This design comes from an exercise in tuning for small area, a short achievable clock period and few clock cycles on the open sky130 flow, not from production work.
RTL that was checked went through simulation tests only; none was proved equivalent to the original.
No activity file was given, so power comes from the tool's default toggle rates.

==> flow/design.v (excerpt) <==
module vfdc (
    input  wire          clk,
    input  wire          rst,               
    input  wire          cfg_layout_b,      
    input  wire          cfg_halt_policy,   
    input  wire          in_valid,
    input  wire [31:0]   in_data,
    output wire          in_ready,
    output reg           out_valid,
    output reg  [2:0]    out_st,
    output reg  [1:0]    out_kind,
    output reg  [2:0]    out_acc,
    output reg  [23:0]   out_frame24,
    output reg  [7:0]    out_computed,
    output reg           out_msg_valid,
    output reg  [7:0]    out_msg_len,
    output wire [2039:0] out_msg_data,
    output reg           out_key_valid,
    output wire [7:0]    out_key_code,
    output wire [4:0]    out_key_flags,
    output wire          viol,
    output wire          halt
);
Size in the first run: about 5,400 cells after synthesis, ~2,200 flip-flops, about 2,100 I/O pins, about 70,000 um2 of cells after synthesis.
==> flow/config.mk <==
export PLATFORM = sky130hd
export DESIGN_NAME = vfdc
export DESIGN_NICKNAME = vfdc
export VERILOG_FILES = /design/flow/design.v
export SDC_FILE = /design/flow/constraint.sdc
export NUM_CORES = 4
export LEC_CHECK = 0
export CAP_MARGIN = 20
export CORE_AREA = 5 5 495 495
export DIE_AREA = 0 0 500 500
export PLACE_DENSITY = 0.55
export SETUP_SLACK_MARGIN = 5
export SLEW_MARGIN = 20
==> flow/constraint.sdc <==
create_clock -name core_clock -period 9.0 [get_ports {clk}]
set_input_delay 1.8000 -clock core_clock [delete_from_list [all_inputs] [get_ports {clk}]]
set_output_delay 1.8000 -clock core_clock [all_outputs]
set_load 0.01 [all_outputs]
standard.sh (not shown) runs the stock make flow with config.mk's settings and CLKGATE_MAP_FILE= SYNTH_SCRIPT=/design/flow/synth_recipe.tcl, a recipe that flattens the netlist after the stock synthesis.
==> flow/flow/run.sh <==
#!/bin/bash
# Layout flow: the standard flow (standard synthesis unchanged), with
#  - every port buffered by sky130_fd_sc_hd__buf_1 instead of the default
#    buffer cell buffer_ports picks;
#  - pins on met3 (left, right) and on met2 and met4 (top, bottom), one
#    routing track apart, so that the 2100-odd ports fit on the edge of a
#    die sized for the cells.
# Each make step writes its full log under orfs/logs/; this script's own
# output goes to run_flow.log.
set -euo pipefail
export BUFFER_PORTS_ARGS="-buffer_cell sky130_fd_sc_hd__buf_1"
export PLACE_PINS_ARGS="-min_distance 1 -min_distance_in_tracks"
export IO_PLACER_H="met3"
export IO_PLACER_V="met2 met4"
bash standard.sh finish > run_flow.log 2>&1
The first run ended with an error in global routing (5_1_grt).
Testbench counts at the start, summed over its fixed seeds: cycles 40,048.
Then changed:
==> flow/run.sh (new file) <==
#!/bin/bash
# synth_recipe.tcl (not shown) runs the flow's synth.tcl, then flattens the netlist and writes it again
# the make line also repeats each setting of config.mk as NAME=value (left out here)
make -C /OpenROAD-flow-scripts/flow DESIGN_CONFIG=/design/flow/config.mk WORK_HOME=/design/flow/orfs CLKGATE_MAP_FILE= SYNTH_SCRIPT=/design/flow/synth_recipe.tcl finish
CORE_AREA = 5 5 755 755   (was 5 5 495 495)
DIE_AREA = 0 0 760 760   (was 0 0 500 500)
PLACE_DENSITY = 0.6   (was 0.55)
removed: flow/flow/run.sh
removed: flow/standard.sh
This time the run went through all stages and came out clean.
Area after synthesis stays the same.
Synthesized cell count is unchanged.
Then changed:
==> flow/flow/run.sh (new file) <==
#!/bin/bash
# Layout flow: the standard flow (standard synthesis unchanged), with
#  - every port buffered by sky130_fd_sc_hd__buf_1 instead of the default
#    buffer cell buffer_ports picks;
#  - pins placed one routing track apart, so that the 2100-odd ports fit on
#    the edge of a die sized for the cells.
# Each make step writes its full log under orfs/logs/; this script's own
# output goes to run_flow.log.
set -euo pipefail
export BUFFER_PORTS_ARGS="-buffer_cell sky130_fd_sc_hd__buf_1"
export PLACE_PINS_ARGS="-min_distance 1 -min_distance_in_tracks"
export SETUP_SLACK_MARGIN=5.6
bash standard.sh finish > run_flow.log 2>&1
==> flow/standard.sh (new file) <==
#!/bin/bash
# synth_recipe.tcl (not shown) runs the flow's synth.tcl, then flattens the netlist and writes it again
# the make line also repeats each setting of config.mk as NAME=value (left out here)
make -C /OpenROAD-flow-scripts/flow DESIGN_CONFIG=/design/flow/config.mk WORK_HOME=/design/flow/orfs CLKGATE_MAP_FILE= SYNTH_SCRIPT=/design/flow/synth_recipe.tcl "${@:-finish}"
CORE_AREA = 5 5 495 495   (was 5 5 755 755)
DIE_AREA = 0 0 500 500   (was 0 0 760 760)
PLACE_DENSITY = 0.55   (was 0.6)
SETUP_SLACK_MARGIN = not set   (was 5)
removed: flow/run.sh
The changed run never finished: it broke off in global routing (5_1_grt); synthesized cell count does not change; synthesized area does not change.
Then changed:
--- a/flow/flow/run.sh
+++ b/flow/flow/run.sh
@@ -10,4 +10,3 @@
 export BUFFER_PORTS_ARGS="-buffer_cell sky130_fd_sc_hd__buf_1"
 export PLACE_PINS_ARGS="-min_distance 1 -min_distance_in_tracks"
-export SETUP_SLACK_MARGIN=5.6
 bash standard.sh finish > run_flow.log 2>&1
SETUP_SLACK_MARGIN = 5   (was not set)
Effect:
- The new run never finished: it broke off in global routing (5_1_grt) (GRT-0116)
- synthesized area is unchanged
- synthesized cell count is unchanged
Then changed:
==> flow/flow/run.sh (replaced) <==
#!/bin/bash
# Layout flow: the standard flow (standard synthesis unchanged), with
#  - every port buffered by sky130_fd_sc_hd__buf_1 instead of the default
#    buffer cell buffer_ports picks;
#  - timing repair aiming for 5.6 ns of setup slack, and clock sinks
#    clustered 40 to a buffer;
#  - pins on met3 (left, right) and on met2 and met4 (top, bottom), one
#    routing track apart, so that the 2100-odd ports fit on the edge of a
#    die sized for the cells.
# Each make step writes its full log under orfs/logs/; this script's own
# output goes to run_flow.log.
set -euo pipefail
export BUFFER_PORTS_ARGS="-buffer_cell sky130_fd_sc_hd__buf_1"
export PLACE_PINS_ARGS="-min_distance 1 -min_distance_in_tracks"
export IO_PLACER_H="met3"
export IO_PLACER_V="met2 met4"
export SETUP_SLACK_MARGIN=5.6
export CTS_ARGS="-sink_clustering_enable -repair_clock_nets -sink_clustering_size 40 -sink_clustering_max_diameter 100"
bash standard.sh finish > run_flow.log 2>&1
SETUP_SLACK_MARGIN = not set   (was 5)
After rerunning:
- The changed run stopped in global routing (5_1_grt)
- synthesized cell count does not change
- synthesized area does not change

========
branch amber:
Another version of the RTL of vfdc (not shown whole).
Size in the first run: ~5500 cells after synthesis, ~2100 I/O pins.
==> flow/design.v (excerpt) <==
module vfdc (
    input  wire          clk,
    input  wire          rst,               
    input  wire          cfg_layout_b,      
    input  wire          cfg_halt_policy,   
    input  wire          in_valid,
    input  wire [31:0]   in_data,
    output wire          in_ready,
    output reg           out_valid,
    output reg  [2:0]    out_st,
    output reg  [1:0]    out_kind,
    output reg  [2:0]    out_acc,
    output reg  [23:0]   out_frame24,
    output reg  [7:0]    out_computed,
    output reg           out_msg_valid,
    output reg  [7:0]    out_msg_len,
    output wire [2039:0] out_msg_data,
    output reg           out_key_valid,
    output wire [7:0]    out_key_code,
    output wire [4:0]    out_key_flags,
    output wire          viol,
    output wire          halt
);
==> flow/config.mk <==
export PLATFORM = sky130hd
export DESIGN_NAME = vfdc
export DESIGN_NICKNAME = vfdc
export VERILOG_FILES = /design/flow/design.v
export SDC_FILE = /design/flow/constraint.sdc
export NUM_CORES = 4
export LEC_CHECK = 0
export CAP_MARGIN = 20
export CORE_AREA = 5 5 495 495
export DIE_AREA = 0 0 500 500
export PLACE_DENSITY = 0.55
export SETUP_SLACK_MARGIN = 5
export SLEW_MARGIN = 20
==> flow/constraint.sdc <==
create_clock -name core_clock -period 9.0 [get_ports {clk}]
set_input_delay 1.8000 -clock core_clock [delete_from_list [all_inputs] [get_ports {clk}]]
set_output_delay 1.8000 -clock core_clock [all_outputs]
set_load 0.01 [all_outputs]
==> flow/flow/run.sh <==
#!/bin/bash
# Layout flow: the standard flow (standard synthesis unchanged), with
#  - every port buffered by sky130_fd_sc_hd__buf_1 instead of the default
#    buffer cell buffer_ports picks;
#  - pins placed one routing track apart, so that the 2100-odd ports fit on
#    the edge of a die sized for the cells.
# Each make step writes its full log under orfs/logs/; this script's own
# output goes to run_flow.log.
set -euo pipefail
export BUFFER_PORTS_ARGS="-buffer_cell sky130_fd_sc_hd__buf_1"
export PLACE_PINS_ARGS="-min_distance 1 -min_distance_in_tracks"
bash standard.sh finish > run_flow.log 2>&1
Edits applied to the flow inputs when going from branch amber to branch fjord:
# branch amber
export LEC_CHECK = 0
export CAP_MARGIN = 20
export CORE_AREA = 5 5 495 495
export DIE_AREA = 0 0 500 500
export PLACE_DENSITY = 0.55
export SETUP_SLACK_MARGIN = 5
export SLEW_MARGIN = 20
create_clock -name core_clock -period 9.0 [get_ports {clk}]
# branch fjord
export LEC_CHECK = 0
export CAP_MARGIN = 20
export CORE_AREA = 5 5 755 755
export DIE_AREA = 0 0 760 760
export PLACE_DENSITY = 0.6
export SETUP_SLACK_MARGIN = 5
export SLEW_MARGIN = 20
create_clock -name core_clock -period 9.0 [get_ports {clk}]
==> flow/run.sh (new file) <==
#!/bin/bash
# synth_recipe.tcl (not shown) runs the flow's synth.tcl, then flattens the netlist and writes it again
# the make line also repeats each setting of config.mk as NAME=value (left out here)
make -C /OpenROAD-flow-scripts/flow DESIGN_CONFIG=/design/flow/config.mk WORK_HOME=/design/flow/orfs CLKGATE_MAP_FILE= SYNTH_SCRIPT=/design/flow/synth_recipe.tcl finish
removed: flow/flow/run.sh
removed: flow/standard.sh
==> comparison <==
- branch fjord went all the way through synthesis, placement and routing and the layout is clean on timing, DRC and antenna.
- branch amber vs branch fjord, class of the most critical setup path: reg -> out vs reg -> reg
- branch amber vs branch fjord, launching element of the worst setup path: g_buf[216].buf_q[5]$_DFF_P_ vs s0_raw[18]$_DFF_P_
- Comparing branch amber and branch fjord, switching power share of the total is higher on branch amber.
- Higher clock share of power goes to branch fjord over branch amber.
- Comparing time the worst path needs with I/O delays and setup for branch amber and branch fjord, the smaller number came from branch fjord.
- Min worst ir drop on vdd across branch amber and branch fjord: branch amber
No run of this note included a check of the RTL's function; only the layout flow was run.

[re-timing with driven ports]
The results above use ideal ports. As a check the final layouts listed here were re-extracted and re-timed, cells and wires unchanged.
Step 1: set_driving_cell puts a clkbuf_16 on clk and a buf_2 on each other input, an assumption about the parent block.
Step 2 moves the port delays by t, midway between the first and last clock arrival at a register: inputs arrive t later, outputs are due t later. That takes back most of the time a late clock gives input paths.
Three values: no drivers, after step 1, after step 2; two values: the first two.
run	t, ns	slack for setup (ns)	worst hold slack (ns)	latest minus earliest clock arrival (ns)	pins driven straight from the clock port
the second run of note 1	0.988	5.183 / 5.084 / 4.985	0.326 / 0.326 / 0.326	0.104 / 0.105	1
branch amber	0.935	5.042 / 4.965 / 5.147	0.311 / 0.311 / 0.311	0.073 / 0.073	1
branch fjord	0.989	5.101 / 5.086 / 5.101	0.319 / 0.319 / 0.319	0.144 / 0.144	1
After both steps setup and hold are still met in every run listed. The setup slack of the second run of note 1, which loses most, moves by -0.099 ns with the drivers and by -0.198 ns with both steps.
